From an optimization exercise on the open Yosys and OpenROAD flow, aimed at small area, a short achievable clock period and few clock cycles; shortcuts taken in it are not production practice. The RTL was checked by simulation tests, not by an equivalence proof against the original design. Power and IR drop assume default switching activity.

==> flow/design.v, too long to show whole: its modules and the start of the top module <==
// module dphy_tc: 1331 lines
module dphy_tc (
    input  wire        clk,
    input  wire        rst,           
    input  wire        cmd_valid,
    output wire        cmd_ready,
    input  wire [31:0] cmd_data,
    output reg  [31:0] result,
    output reg         mmio_valid,
    output wire [15:0] mmio_addr,
    output reg  [31:0] mmio_data,
    output reg         rpt_valid,
    output wire [31:0] rpt_raw,
    output wire [31:0] rpt_rounded
);
  // ...
==> flow/flow/run.sh <==
#!/bin/bash
# Own layout flow: the standard flow (standard.sh runs the unchanged ORFS scripts from
# synthesis to the final layout), with two make settings added on its command line:
set -euo pipefail
bash standard.sh finish SETUP_SLACK_MARGIN=6.25 \
    "BUFFER_PORTS_ARGS=-buffer_cell sky130_fd_sc_hd__buf_2" > standard_flow.log 2>&1
==> flow/standard.sh <==
#!/bin/bash
# synth_recipe.tcl (not shown) runs the flow's synth.tcl, then flattens the netlist and writes it again
# the make line also repeats each setting of config.mk as NAME=value (left out here)
make -C /OpenROAD-flow-scripts/flow DESIGN_CONFIG=/design/flow/config.mk WORK_HOME=/design/flow/orfs CLKGATE_MAP_FILE= SYNTH_SCRIPT=/design/flow/synth_recipe.tcl "${@:-finish}"
==> flow/config.mk <==
export PLATFORM = sky130hd
export DESIGN_NAME = dphy_tc
export DESIGN_NICKNAME = dphy_tc
export VERILOG_FILES = /design/flow/design.v
export SDC_FILE = /design/flow/constraint.sdc
export NUM_CORES = 4
export LEC_CHECK = 0
export ABC_AREA = 1
export CAP_MARGIN = 20
export CORE_MARGIN = 2
export CORE_UTILIZATION = 50
export CTS_BUF_LIST = sky130_fd_sc_hd__clkbuf_8
export PLACE_DENSITY = 0.65
export SLEW_MARGIN = 20
==> flow/constraint.sdc <==
create_clock -name core_clock -period 10.0 [get_ports {clk}]
set_input_delay 2.0000 -clock core_clock [delete_from_list [all_inputs] [get_ports {clk}]]
set_output_delay 2.0000 -clock core_clock [all_outputs]
set_load 0.01 [all_outputs]
==> metrics.cfg, run 1 <==
[run_status]
status=no timing/DRC/antenna violations

[synth]
yosysTopAreaCell=edfxtp_1
synth_top_family_by_area=simple AND/OR/NAND/NOR gates
synth-xor-area-share_pct=0.506
synth_mux_area_share_pct=0
synth_top_area_share_pct=35.5
async_flop_share_pct=0

[worst_setup_path]
startpoint=cmd_data[5]
start_kind=input port
ff2ff_setup_slack_ps=6220

[route]
drt_iter0_markers=4827
wl_per_cell_um=27.9
antenna_left=0

[finish]
post_route_cells_drive_above_1_share_pct=18.9
multi_input_area_um2=12800
buffers=319
diodes=5

[grt]
grt_usage_pct=43.5
grt_max_degree=47
grt_pass1_vias=25023
grt_overflow_total=0

[die]
taps=680

[power]
ir_worst_vdd_mv=0.125
comb_power_share_pct=8.4
powerComb_mw=0.347

[clocking]
clk_pin_slew_worst_paths_ps=70
cts-resized-gates=142

[sta]
setup_viol=0

[worst_hold_path]
min_from=ov10[5]

Testbench counts, summed over its fixed seeds: cycles 3,182.
==> run 2, diff against run 1 <==
--- a/flow/config.mk
+++ b/flow/config.mk
@@ -8,7 +8,7 @@
 export ABC_AREA = 1
 export CAP_MARGIN = 20
 export CORE_MARGIN = 2
-export CORE_UTILIZATION = 50
+export CORE_UTILIZATION = 40
 export CTS_BUF_LIST = sky130_fd_sc_hd__clkbuf_8
-export PLACE_DENSITY = 0.65
+export PLACE_DENSITY = 0.6
 export SLEW_MARGIN = 20
==> metrics.cfg, run 2 <==
[run_status]
status=no timing/DRC/antenna violations

[worst_setup_path]
criticalPathCategory=input port to flop
start_kind=input port
worstReg2RegEnd=c6[3]
cp.required_ps=10390
ff2ff_setup_slack_ps=6370  ; +150 ps
startpoint=cmd_data[4]
slowest_stage=fa_2
worstPathCellList=buf_6 > buf_12 > nor2_4 > inv_2 > nor2_4 > nand2_4 > nand2_2 > nor2_4 > nand2_1 > o21ai_2 > ha_2 > fa_2 > a21oi_2 > o21bai_1 > nor2_1 > a2bb2oi_2 > o221ai_2
r2r_cells=13
rr_startpoint=plan_raw[12]
end_kind=flop
endpoint=mode_raw[6]
critPathMostFrequentCell=nor2_4
cp_slowest_stage_delay_ps=360
worst-path-max-fanout=5
critPathArrivalTime_ps=4460

[power]
p_per_area_nw_per_um2=130
power_leakage_nw=13.0
ir_worst_vdd_mv=0.0869  ; -31%

[synth]
yosysTopAreaCell=edfxtp_1
synthTopCellsByCount=nand2_1, inv_1, edfxtp_1, nor2_1, o21ai_0
yosys-top-cells-area=edfxtp_1, nand2_1, dfxtp_1
synth_enable_flop_cells=307
synth_cell_types=67
synth_top_area_share_pct=35.5  ; unchanged
avgSynthCellArea_um2=7.89
yosysWarningCount=1
synth_most_common_cell=nand2_1
ys.flop_type=edfxtp_1
ys_seq_elements=447
netlist_instances=3290
yosysSeqAreaShare_pct=46.3
async_flop_share_pct=0  ; unchanged
syn_area_um2=26000

[die]
num_io_pins=182
rows=93
start_util_pct=40.3
fp.dieW_um=259
dieArea_um2=66900
die_h_um=259
fp.coreArea_um2=64300

[sta]
slew_violations=0
finalHoldViolations=0
skew_ps=43.0
tightest_slew_ps=890
fin_tns_setup_ps=0
min_period_over_period_pct=40.7
setup_viol=0  ; unchanged
finalWorstSetupSlack_ps=5930
min_period_ps=4070
fmax_mhz=246
grt_setup_unrepaired=true
slew_headroom_pct=40.5

[clocking]
worstSkewPairLatency_ps=690
clk_pin_slew_worst_paths_ps=60  ; about the same
cts_max_level=3
numCtsBuffers=80
max-clock-path-buffers=3
ctsHoldBuffers=0
clock-root-buffer=clkbuf_8
cts.sinks=447
cts_tree=built

[finish]
fin_nets=3671
layout_commonest_cell=nand2_1
synthToLayoutAreaGrowth_pct=20.6
final_util_pct=48.6
final_cell_mix=nand2_1, inv_1, edfxtp_1, nor2_1, o21ai_0
post_route_cells_drive_above_1_share_pct=18.9  ; -0.034 points

[grt]
grt_usage_pct=33.6  ; -9.9 points
grt_pass1_vias=23897  ; -4.5%
grt_pass1_wl_um=164000
antenna_found_initial=5
grt_max_degree=47  ; unchanged
grt_overflow_total=0  ; unchanged

[route]
vias=26057
wl_per_cell_um=26.1  ; -6.4%
drt-total-wl_um=117000
drt_iter0_markers=3447  ; -29%
antenna_left=0  ; unchanged
drcViolationCount=0
drtPass1Iterations=6
routed_via_density=5.81

[job]
max-cap-violations=0

[worst_hold_path]
hold_depth=0
hp-class=flop to flop

[placed_design]
gp_congestion=1.02
place_ws_ps=4160
portBuffers=148
dpl.hpwl_um=83600

[run 2: cell counts after synthesis]
No cell type changed its count.
[run 2: what timing repair did]
action,CTS,global route
gates resized for setup,109,176
endpoints found under the setup margin,444,372
hold endpoints to repair,0,0
gates cloned,8,14
setup buffers,64,60
pin swaps,31,44
[run 2: final cells by class]
class / count / area [um^2]
clock inverter: 57 / 362
timing repair buffer: 309 / 2290
tap: 855 / 1070
fill: 6383 / 33100
timing repair inverter: 6 / 42.5
multi-input combinational: 2358 / 12800
inverter: 359 / 1440
clock buffer: 89 / 1220
sequential: 447 / 12000
antenna: 2 / 5.00
[run 2: worst min path at each step]
| stage | start | to | slack, ps |
|---|---|---|---|
| after detailed placement | ov10[4] | s10_val[4] | 400 |
| after global placement | ov10[7] | s10_val[7] | 400 |
| after CTS | ov10[7] | s10_val[7] | 400 |
| final | ov10[7] | s10_val[7] | 410 |
| after global routing | ov10[6] | s10_val[6] | 420 |
| after floorplan | ov10[0] | s10_val[0] | 400 |
[run 2: logic make-up (layout without fill, tap and decap cells)]
kind of cell               after synthesis  count (layout)  synth area share, %
DFF                                    447             447                 46.3
other                                    1              35               0.0144
AOI/OAI and AO/OA                      670             671                 15.2
adders and majority gates               75              75                 4.08
buffers and inverters                  528             820                 8.60
and+or+nand+nor                       1554            1564                 25.3
xor gates and xnor gates                15              15                0.506
[run 2: through the flow]
stage          total power [mW]  hold WS, ps  instances  instance area [um^2]
3_5_place_dp               2.32          405       4188                 27400
2_1_floorplan              2.22          400       3322                 26300
5_1_grt                    4.18          421       4481                 31300
3_3_place_gp               2.33          400       4188                 27400
4_1_cts                    4.05          401       4406                 30000
6_report                   4.07          408       4482                 31300
[run 2: worst max-delay path, delay by kind of cell]
kind	cells	cell delay, ps
buffers and inverters	3	290
adders and majority gates	2	570
and+or+nand+nor	7	830
AOI/OAI and AO/OA	5	760
[run 2: power breakdown]
part           internal (mW)  switching [mW]
sequential              1.99          0.0176
combinational          0.111           0.228
clock                  0.924           0.802
total                   3.02            1.05
[run 2: routing by layer]
layer	track usage [%]	wire, um
met1	46.4	47500
met4	13.1	5140
met2	50.4	50400
met5	0	24
met3	8.68	13900

what the ideal ports hide:
Ports are ideal in the flow. The routed layouts listed here were re-timed in OpenROAD.
Step 1 (the two cells are an assumption about what drives the block):
set clk [get_ports {clk}]
set_driving_cell -lib_cell sky130_fd_sc_hd__clkbuf_16 $clk
set_driving_cell -lib_cell sky130_fd_sc_hd__buf_2 [delete_from_list [all_inputs] $clk]
Step 2 adds t to the input delays and takes it off the output delays; t is the mean of the earliest and latest rising clock arrival at the registers after step 1. Input paths then give back, and output paths get back, about the clock's delay inside the block.
a / b / c = no drivers / after step 1 / after step 2; a / b = the first two.
| run | t, ns | slack for setup (ns) | worst slew at a driven data input, ns |
|---|---|---|---|
| run 1 | 0.760 | 5.950 / 5.985 / 5.226 | 0.12 |
| run 2 | 0.726 | 5.932 / 5.960 / 5.234 | 0.14 |
After both steps setup and hold are still met in every run listed. For run 1, which loses most, drivers alone change the setup slack by +0.035 ns; drivers and shift together by -0.724 ns.
